What follows belongs to an exercise in optimizing a design on an open flow for small area, a short achievable clock period and few clock cycles per item; a production flow would make more cautious choices.
In this exercise RTL edits were held to simulation tests only and were not proved equivalent to the original.
Power and IR drop assume default switching activity.

== juniper ==
==> flow/design.v <==
module map_unit (
    input  wire        clk,
    input  wire        rst,
    input  wire        in_valid,
    output reg         in_ready,
    input  wire [15:0] isize,     
    input  wire [15:0] osize,     
    output reg         out_valid,
    output reg  [15:0] out_idx,
    output reg  [15:0] out_fnum,
    output reg         out_last,
    output reg         out_err
);
    reg         busy;           
    reg         div;            
    reg         p2;             
    reg         dvl, dvh;       
    reg         b;              
    reg  [15:0] q;              
    reg  [15:0] r;              
    reg  [15:0] nd;             
    reg  [15:0] cnt;            
    wire [16:0] x   = {dvh ? out_fnum[15:8] : {1'b0, out_fnum[15:9]},
                       dvl ? {out_fnum[7:0], b} : out_fnum[8:0]};
    wire [17:0] t   = {1'b0, x} + {2'b01, nd} + 18'd1;    
    wire        c   = t[17];                              
    wire [15:0] s   = out_fnum + r;
    wire [15:0] z   = {dvh ? x[15:8] : s[15:8], dvl ? x[7:0] : s[7:0]};
    wire [15:0] fn  = c ? t[15:0] : z;
    wire [15:0] ix0 = out_idx + q;
    wire [15:0] ix1 = ix0 + 16'd1;
    wire [15:0] ix  = c ? ix1 : ix0;           
    wire [15:0] above;                         
    assign above[15] = 1'b0;
    genvar k;
    generate
        for (k = 14; k >= 0; k = k - 1) begin : g_above
            assign above[k] = above[k+1] | r[k+1];
        end
    endgenerate
    wire [15:0] ptr = r & ~above;
    wire        bn  = |(q & {1'b0, ptr[15:1]});      
    wire        div_done = ~|r[15:1];
    wire        last_next = (cnt == 16'd2);
    wire        in_zero = (isize == 16'd0) || (osize == 16'd0);
    wire        in_last = in_zero || (osize[15:1] == 15'd0);
    always @(posedge clk) begin
        if (rst) begin
            busy      <= 1'b0;
            in_ready  <= 1'b1;
            div       <= 1'b0;
            p2        <= 1'b0;
            dvl       <= 1'b0;
            dvh       <= 1'b0;
            out_valid <= 1'b0;
        end else if (!busy) begin
            out_valid <= in_valid;
            busy      <= in_valid;
            in_ready  <= ~in_valid;
            div       <= 1'b1;
            p2        <= 1'b0;
            dvl       <= 1'b1;
            dvh       <= 1'b1;
        end else if (div) begin
            out_valid <= div_done & ~out_last;
            if (out_last) begin
                busy     <= 1'b0;
                in_ready <= 1'b1;
                div      <= 1'b0;
                dvl      <= 1'b0;
                dvh      <= 1'b0;
            end else if (div_done) begin
                div      <= 1'b0;
                p2       <= ~last_next;
                dvl      <= ~last_next;
                dvh      <= ~last_next;
                busy     <= ~last_next;
                in_ready <= last_next;
            end
        end else begin
            out_valid <= 1'b1;
            p2        <= 1'b0;
            dvl       <= 1'b0;
            dvh       <= 1'b0;
            busy      <= ~last_next;
            in_ready  <= last_next;
        end
    end
    integer i;
    always @(posedge clk) begin
        if (!busy) begin
            out_idx  <= 16'd0;
            out_fnum <= 16'd0;
            out_last <= in_last;
            out_err  <= in_zero;
            b        <= 1'b1;              
            q        <= isize;
            r        <= isize;
            nd       <= ~osize;
            cnt      <= osize;
        end else if (div) begin
            for (i = 0; i < 16; i = i + 1)
                if (ptr[i]) begin
                    q[i]       <= c;
                    out_idx[i] <= c;
                end
            b        <= bn;
            r        <= div_done ? nd : {1'b0, r[15:1]};
            out_fnum <= fn;
            if (div_done) begin
                out_last <= last_next;
                cnt      <= cnt - 16'd1;
            end
        end else begin
            out_idx  <= ix;
            out_fnum <= fn;
            out_last <= last_next;
            cnt      <= cnt - 16'd1;
            if (p2) begin
                r  <= out_fnum;
                nd <= s;
            end
        end
    end
endmodule
==> flow/config.mk <==
export PLATFORM = sky130hd
export DESIGN_NAME = map_unit
export DESIGN_NICKNAME = map_unit
export VERILOG_FILES = /design/flow/design.v
export SDC_FILE = /design/flow/constraint.sdc
export NUM_CORES = 4
export LEC_CHECK = 0
export CAP_MARGIN = 20
export CORE_MARGIN = 2
export CORE_UTILIZATION = 40
export SLEW_MARGIN = 20
==> flow/constraint.sdc <==
create_clock -name core_clock -period 10.0 [get_ports {clk}]
set_input_delay 2.0000 -clock core_clock [delete_from_list [all_inputs] [get_ports {clk}]]
set_output_delay 2.0000 -clock core_clock [all_outputs]
set_load 0.01 [all_outputs]
standard.sh (not shown) runs the stock make flow with config.mk's settings and CLKGATE_MAP_FILE= SYNTH_SCRIPT=/design/flow/synth_recipe.tcl, a recipe that flattens the netlist after the stock synthesis.
==> flow/flow/run.sh <==
#!/bin/bash
set -euo pipefail
MARGIN=7.5
BUFCELL=sky130_fd_sc_hd__buf_2
sed -e 's/ SETUP_SLACK_MARGIN=[0-9.]*//' \
    -e "s/\"\${@:-finish}\"/SETUP_SLACK_MARGIN=$MARGIN BUFFER_PORTS_ARGS='-buffer_cell $BUFCELL' &/" \
    standard.sh > standard_margin.sh
bash standard_margin.sh > standard.log 2>&1
Testbench counts of juniper, summed over its fixed seeds: cycles 12,028, items 10,186.
The inputs of ember differ from those of juniper as listed below.
-- flow/flow/run.sh --
<<< juniper, line 2
set -euo pipefail
MARGIN=7.5
BUFCELL=sky130_fd_sc_hd__buf_2
>>> ember, line 2
set -euo pipefail
MARGIN=7
BUFCELL=sky130_fd_sc_hd__buf_2
## What came out
From juniper to ember the numbers moved as follows: worst hold path stage count ~0 delta, worst hold slack shows a reduction of 0.0084 ns.
ember vs. juniper: routed wire length on met2 went down about 14%, power in combinational cells went down about 34%, ratio of cells with drive above 1 in the final layout went down 16 points, number of placed instances, taps included held, number of setup buffers added after CTS went down 73%.
ember: global placement routability congestion higher than juniper
Compared with juniper, ember shows a higher share of the final layout cell area in sequential cells.
What tundra does differently from ember at the input level:
-- flow/flow/run.sh --
<<< ember, line 2
set -euo pipefail
MARGIN=7
BUFCELL=sky130_fd_sc_hd__buf_2
>>> tundra, line 2
set -euo pipefail
MARGIN=6.5
BUFCELL=sky130_fd_sc_hd__buf_2
### Flow results
- tundra finished all stages; the layout is clean.
- In the reports for ember and tundra, the smaller total stage count of the critical path belongs to ember.
- Taking ember as the reference point, the proportion of power drawn by combinational gates of tundra falls by 4.1 points.
- The time the worst path needs with I/O delays and setup reported for tundra is greater than that of ember by 0.41 ns.
- Of tundra and ember, it is tundra that has the higher switching share of power.
- ember has lower maximum fanout along the worst path than tundra.
Changes in nickel relative to tundra:
Settings: SETUP_SLACK_MARGIN now 5, previously not set.
==> flow/flow/run.sh <==
#!/bin/bash
set -euo pipefail
sed 's/SETUP_SLACK_MARGIN=[0-9.]*/SETUP_SLACK_MARGIN=7/' standard.sh > standard_margin.sh
bash standard_margin.sh > standard.log 2>&1
Results
The hold slack of nickel was superior to that of tundra. In nickel, the fraction of met2 tracks used by global routing came out 4.1 points above the value in tundra. Delta (nickel minus tundra): cell count along the critical path shows a reduction of 14; sequential cell area went up by 2.3%; count of placed standard cells in the final layout, fillers left out moved up. There was hardly any difference in switching part of the total between tundra and nickel. nickel -> tundra: share of async-settable or async-resettable flops after synthesis delta 0, exact match.


== build 83 ==
Another version of the RTL of map_unit (not shown whole).
Size in the first run: ~810 cells after synthesis, ~71 I/O pins, ~7200 sq um of cells after synthesis.
make LEC_CHECK=0 CAP_MARGIN=20 CORE_MARGIN=2 CORE_UTILIZATION=40 SETUP_SLACK_MARGIN=5 SLEW_MARGIN=20 finish   # period 10.0 ns
run.sh (not shown) runs the stock make flow with config.mk's settings and CLKGATE_MAP_FILE= SYNTH_SCRIPT=/design/flow/synth_recipe.tcl, a recipe that flattens the netlist after the stock synthesis.
Stock flow here: none of the scripts above is used.
Testbench counts of build 83, summed over its fixed seeds: cycles 12,028, items 10,186.
Here is what was changed in the inputs of build 11 compared with build 83.
==> flow/flow/run.sh (new file) <==
#!/bin/bash
set -euo pipefail
MARGIN=7
BUFCELL=sky130_fd_sc_hd__buf_1
sed -e 's/ SETUP_SLACK_MARGIN=[0-9.]*//' \
    -e "s/\"\${@:-finish}\"/SETUP_SLACK_MARGIN=$MARGIN BUFFER_PORTS_ARGS='-buffer_cell $BUFCELL' &/" \
    standard.sh > standard_margin.sh
bash standard_margin.sh > standard.log 2>&1
==> flow/standard.sh (new file) <==
#!/bin/bash
# synth_recipe.tcl (not shown) runs the flow's synth.tcl, then flattens the netlist and writes it again
# the make line also repeats each setting of config.mk as NAME=value (left out here)
make -C /OpenROAD-flow-scripts/flow DESIGN_CONFIG=/design/flow/config.mk WORK_HOME=/design/flow/orfs CLKGATE_MAP_FILE= SYNTH_SCRIPT=/design/flow/synth_recipe.tcl "${@:-finish}"
diff --git a/flow/config.mk b/flow/config.mk
--- a/flow/config.mk
+++ b/flow/config.mk
@@ -10,3 +10,2 @@
 export CORE_UTILIZATION = 40
-export SETUP_SLACK_MARGIN = 5
 export SLEW_MARGIN = 20
removed: flow/run.sh
Findings:
Relative to build 83, data required time at the worst endpoint has gone down in build 11.
Compared with build 83, in build 11 total cell area at the placement stage decreased 4.7%, clock share of power decreased 2.5 points.
Build 11 finished all stages; the layout is clean.
Per the comparison of build 11 with build 83, share of the final layout cell area in multi-input gates now sits higher; sequential power shows no meaningful change; design area +about 5.6%; routed wire length went up; clock-cell share of area now sits lower.
The lower met2 track demand over resource of build 83 and build 11 is in build 83.
As far as number of instances in the placed design is concerned, build 11 and build 83 perform about the same.
| final weighted congestion of routability-driven global placement | build 11 vs build 83 | 2.6% higher |
--- input diff build 11..build 40 ---
diff --git a/flow/flow/run.sh b/flow/flow/run.sh
--- a/flow/flow/run.sh
+++ b/flow/flow/run.sh
@@ -3,3 +3,3 @@
 MARGIN=7
-BUFCELL=sky130_fd_sc_hd__buf_1
+BUFCELL=sky130_fd_sc_hd__buf_2
 sed -e 's/ SETUP_SLACK_MARGIN=[0-9.]*//' \
diff --git a/flow/config.mk b/flow/config.mk
--- a/flow/config.mk
+++ b/flow/config.mk
@@ -9,3 +9,4 @@
 export CORE_MARGIN = 2
-export CORE_UTILIZATION = 40
+export CORE_UTILIZATION = 55
+export PLACE_DENSITY = 0.8
 export SLEW_MARGIN = 20
Results
Measured against each other, build 40 and build 11 differ in worst setup slack after layout, the lower figure coming from build 40.
The mean area per synthesized cell was comparable across build 40 and build 11.
Fill cell total of the finished layout: lower on build 40
Build 40 gives less length of routed wiring on met1 than build 11 did.
Build 40 and build 11 ended up with nearly the same sequential power.
What build 33 does differently from build 40 at the input level:
diff --git a/flow/config.mk b/flow/config.mk
--- a/flow/config.mk
+++ b/flow/config.mk
@@ -9,4 +9,3 @@
 export CORE_MARGIN = 2
-export CORE_UTILIZATION = 55
-export PLACE_DENSITY = 0.8
+export CORE_UTILIZATION = 40
 export SLEW_MARGIN = 20
[summary]
[compare] base=build 40 new=build 33: clock group share of total power dropped 1.0 points; sum of routed wire segments on met1 climbed 1.6 mm; clock-buffer cell count dropped 6; total number of sequential cells barely changed. Final clock period utilization by the worst path for build 33 is lower than for build 40. Diff build 40 -> build 33: final critical-path setup slack went up by 0.037 ns; arrival time at the worst endpoint was more or less identical; worst voltage drop across the vdd grid went down by 14 uV; area taken by multi-input logic gates went down by 0.98%.
Input changes introduced in build 9 (baseline for comparison: build 33):
diff --git a/flow/flow/run.sh b/flow/flow/run.sh
--- a/flow/flow/run.sh
+++ b/flow/flow/run.sh
@@ -2,3 +2,3 @@
 set -euo pipefail
-MARGIN=7
+MARGIN=6.85
 BUFCELL=sky130_fd_sc_hd__buf_2
- Build 9: all stages complete, timing, DRC and antenna checks passed
- The proportion of cell area occupied by multi-input gates number comes out lower for build 33 vs build 9.
- Setup WNS build 33 -> build 9: worse
- Summary — global-route usage over all layers, build 9 relative to build 33: lower, by 0.59 points.
- Build 33 -> build 9: wire length of the first global-routing pass decreased by a few percent
- Group with the largest share of power = registers: build 9; group with the largest share of power = combinational logic: build 33


main:
map_unit, a different RTL version from the one above (not shown whole).
Size: about 810 cells after synthesis, roughly 71 I/O pins, about 7400 um2 of cells after synthesis.
Design map_unit, start of the top module:
module map_unit (
    input  wire        clk,
    input  wire        rst,
    input  wire        in_valid,
    output reg         in_ready,
    input  wire [15:0] isize,     
    input  wire [15:0] osize,     
    output reg         out_valid,
    output reg  [15:0] out_idx,
    output reg  [15:0] out_fnum,
    output reg         out_last,
    output reg         out_err
);
Settings: LEC_CHECK=0, CAP_MARGIN=20, CORE_MARGIN=2, CORE_UTILIZATION=40, SETUP_SLACK_MARGIN=5, SLEW_MARGIN=20; clock period 10.0 ns.
Stock flow here: none of the scripts above is used.
Having completed the whole flow, main delivered a layout that passed the timing, DRC and antenna checks.
Testbench counts of main, summed over its fixed seeds: cycles 12,864, items 10,186.
### main -> the feature branch
==> flow/flow/run.sh (new file) <==
#!/bin/bash
set -euo pipefail
sed 's/SETUP_SLACK_MARGIN=[0-9.]*/SETUP_SLACK_MARGIN=7/' standard.sh > standard_margin.sh
bash standard_margin.sh > standard.log 2>&1
==> flow/standard.sh (new file) <==
#!/bin/bash
# synth_recipe.tcl (not shown) runs the flow's synth.tcl, then flattens the netlist and writes it again
# the make line also repeats each setting of config.mk as NAME=value (left out here)
make -C /OpenROAD-flow-scripts/flow DESIGN_CONFIG=/design/flow/config.mk WORK_HOME=/design/flow/orfs CLKGATE_MAP_FILE= SYNTH_SCRIPT=/design/flow/synth_recipe.tcl "${@:-finish}"
removed: flow/run.sh
### Flow results
The number of iterations in the first detailed-routing pass on the feature branch is in line with that on main.
Looking at destination of the critical timing path, the out_fnum[14] result is from the feature branch; the out_idx[6] one comes from main.
From main to the feature branch, count of final max-slew check failures did not move at all.
Count of fill cells added during filler insertion (the feature branch vs. main) decreases by a few percent
Compared the feature branch vs main, and clock network fraction of design power is down in the feature branch.
From main to the feature branch the numbers moved as follows: first-iteration DRC count +4.6%; fraction of area in multi-input gates closely matched the old numbers.


map_unit with an RTL version that a note above also has.
Size: roughly 810 cells after synthesis, roughly 71 I/O pins.
clock: 10.0 ns
lec_check: 0
cap_margin: 20
core_margin: 2
core_utilization: 40
slew_margin: 20
standard.sh (not shown) runs the stock make flow with config.mk's settings and CLKGATE_MAP_FILE= SYNTH_SCRIPT=/design/flow/synth_recipe.tcl, a recipe that flattens the netlist after the stock synthesis.
==> flow/flow/run.sh <==
#!/bin/bash
set -euo pipefail
MARGIN=6.7
BUFCELL=sky130_fd_sc_hd__buf_2
sed -e 's/ SETUP_SLACK_MARGIN=[0-9.]*//' \
    -e "s/\"\${@:-finish}\"/SETUP_SLACK_MARGIN=$MARGIN BUFFER_PORTS_ARGS='-buffer_cell $BUFCELL' &/" \
    standard.sh > standard_margin.sh
bash standard_margin.sh > standard.log 2>&1
Testbench counts at the start, summed over its fixed seeds: cycles 12,028, items 10,186.
==> next run, changes <==
--- a/flow/flow/run.sh
+++ b/flow/flow/run.sh
@@ -3 +3 @@
-MARGIN=6.7
+MARGIN=7
- PLACE_DENSITY: not set -> 0.85
After rerunning: Worst setup slack gets better by 49 ps. Utilization grows by 3.1 points. Non-clock buffer count increases by 28. Power goes up by 9.1%. Hold slack gets worse by 4.9 ps.
==> next run, changes <==
- CAP_MARGIN: 20 -> 0
- PLACE_DENSITY: 0.85 -> not set
- SLEW_MARGIN: 20 -> 0
Combinational power shrinks by 3.2%.
Via count came out lower by 7.8%.
Utilization drops by 0.19 points.
Design area is lower by 0.38%.
Synthesized cell count does not change.


Starting RTL as in the previous note.
export LEC_CHECK = 0
export CAP_MARGIN = 20
export CORE_MARGIN = 2
export CORE_UTILIZATION = 40
export CTS_CLUSTER_DIAMETER = 100
export CTS_CLUSTER_SIZE = 40
export SLEW_MARGIN = 20
create_clock -name core_clock -period 10.0 [get_ports {clk}]
==> flow/flow/run.sh <==
#!/bin/bash
set -euo pipefail
MARGIN=7
BUFCELL=sky130_fd_sc_hd__buf_2
sed -e 's/ SETUP_SLACK_MARGIN=[0-9.]*//' \
    -e "s/\"\${@:-finish}\"/SETUP_SLACK_MARGIN=$MARGIN BUFFER_PORTS_ARGS='-buffer_cell $BUFCELL' &/" \
    standard.sh > standard_margin.sh
bash standard_margin.sh > standard.log 2>&1
Testbench counts at the start, summed over its fixed seeds: cycles 12,028, items 10,186.
Then changed:
Settings changed: CTS_BUF_LIST set to sky130_fd_sc_hd__clkbuf_8, CTS_CLUSTER_DIAMETER 100 to not set, CTS_CLUSTER_SIZE 40 to not set.
The changed run finished with timing, DRC and antenna clean.
Die area does not change.
Power went down by a few percent.
Final area is lower slightly.
Sequential power is about the same.
Worst setup slack degrades by 0.0067 ns.

==> port drivers added, routing unchanged <==
Ports are ideal in the flow. The routed layouts listed here were re-timed in OpenROAD.
Step 1, drivers: a clkbuf_16 drives clk and a buf_2 each remaining input, both assumed.
Step 2 adds t to the input delays and takes it off the output delays; t is the mean of the earliest and latest rising clock arrival at the registers after step 1. Input paths then give back, and output paths get back, about the clock's delay inside the block.
a / b / c = ideal ports / drivers / drivers and shift; a / b = the first two.
run	shift t [ns]	slack for setup (ns)	worst setup path at the end	slew at the worst register clock pin (ns)
juniper	0.397	6.887 / 6.887 / 6.866	input to register	0.08 / 0.08
ember	0.400	7.010 / 6.965 / 6.714	input to register	0.08 / 0.08
tundra	0.396	6.602 / 6.602 / 6.400	input to register	0.07 / 0.07
nickel	0.404	6.989 / 6.945 / 6.707	input to register	0.08 / 0.08
build 83	0.401	5.812 / 5.812 / 5.812	register to register	0.07 / 0.07
build 11	0.402	6.926 / 6.926 / 6.661	input to register	0.08 / 0.08
build 40	0.384	6.905 / 6.905 / 6.670	input to register	0.07 / 0.07
build 33	0.407	6.943 / 6.943 / 6.675	input to register	0.08 / 0.08
build 9	0.404	6.884 / 6.872 / 6.612	input to register	0.08 / 0.08
main	0.406	5.444 / 5.444 / 5.444	register to register	0.08 / 0.08
the feature branch	0.400	6.608 / 6.566 / 6.612	register to register	0.08 / 0.08
the first run of note 4	0.402	6.810 / 6.810 / 6.501	input to register	0.08 / 0.08
the second run of note 4	0.410	6.859 / 6.859 / 6.578	input to register	0.08 / 0.08
the third run of note 4	0.407	6.943 / 6.943 / 6.675	input to register	0.08 / 0.08
the first run of note 5	0.407	6.943 / 6.943 / 6.675	input to register	0.08 / 0.08
the second run of note 5	0.427	6.936 / 6.936 / 6.678	input to register	0.12 / 0.12
After both steps setup and hold are still met in every run listed. The setup slack of the first run of note 4, which loses most, moves by 0.000 ns with the drivers and by -0.309 ns with both steps.
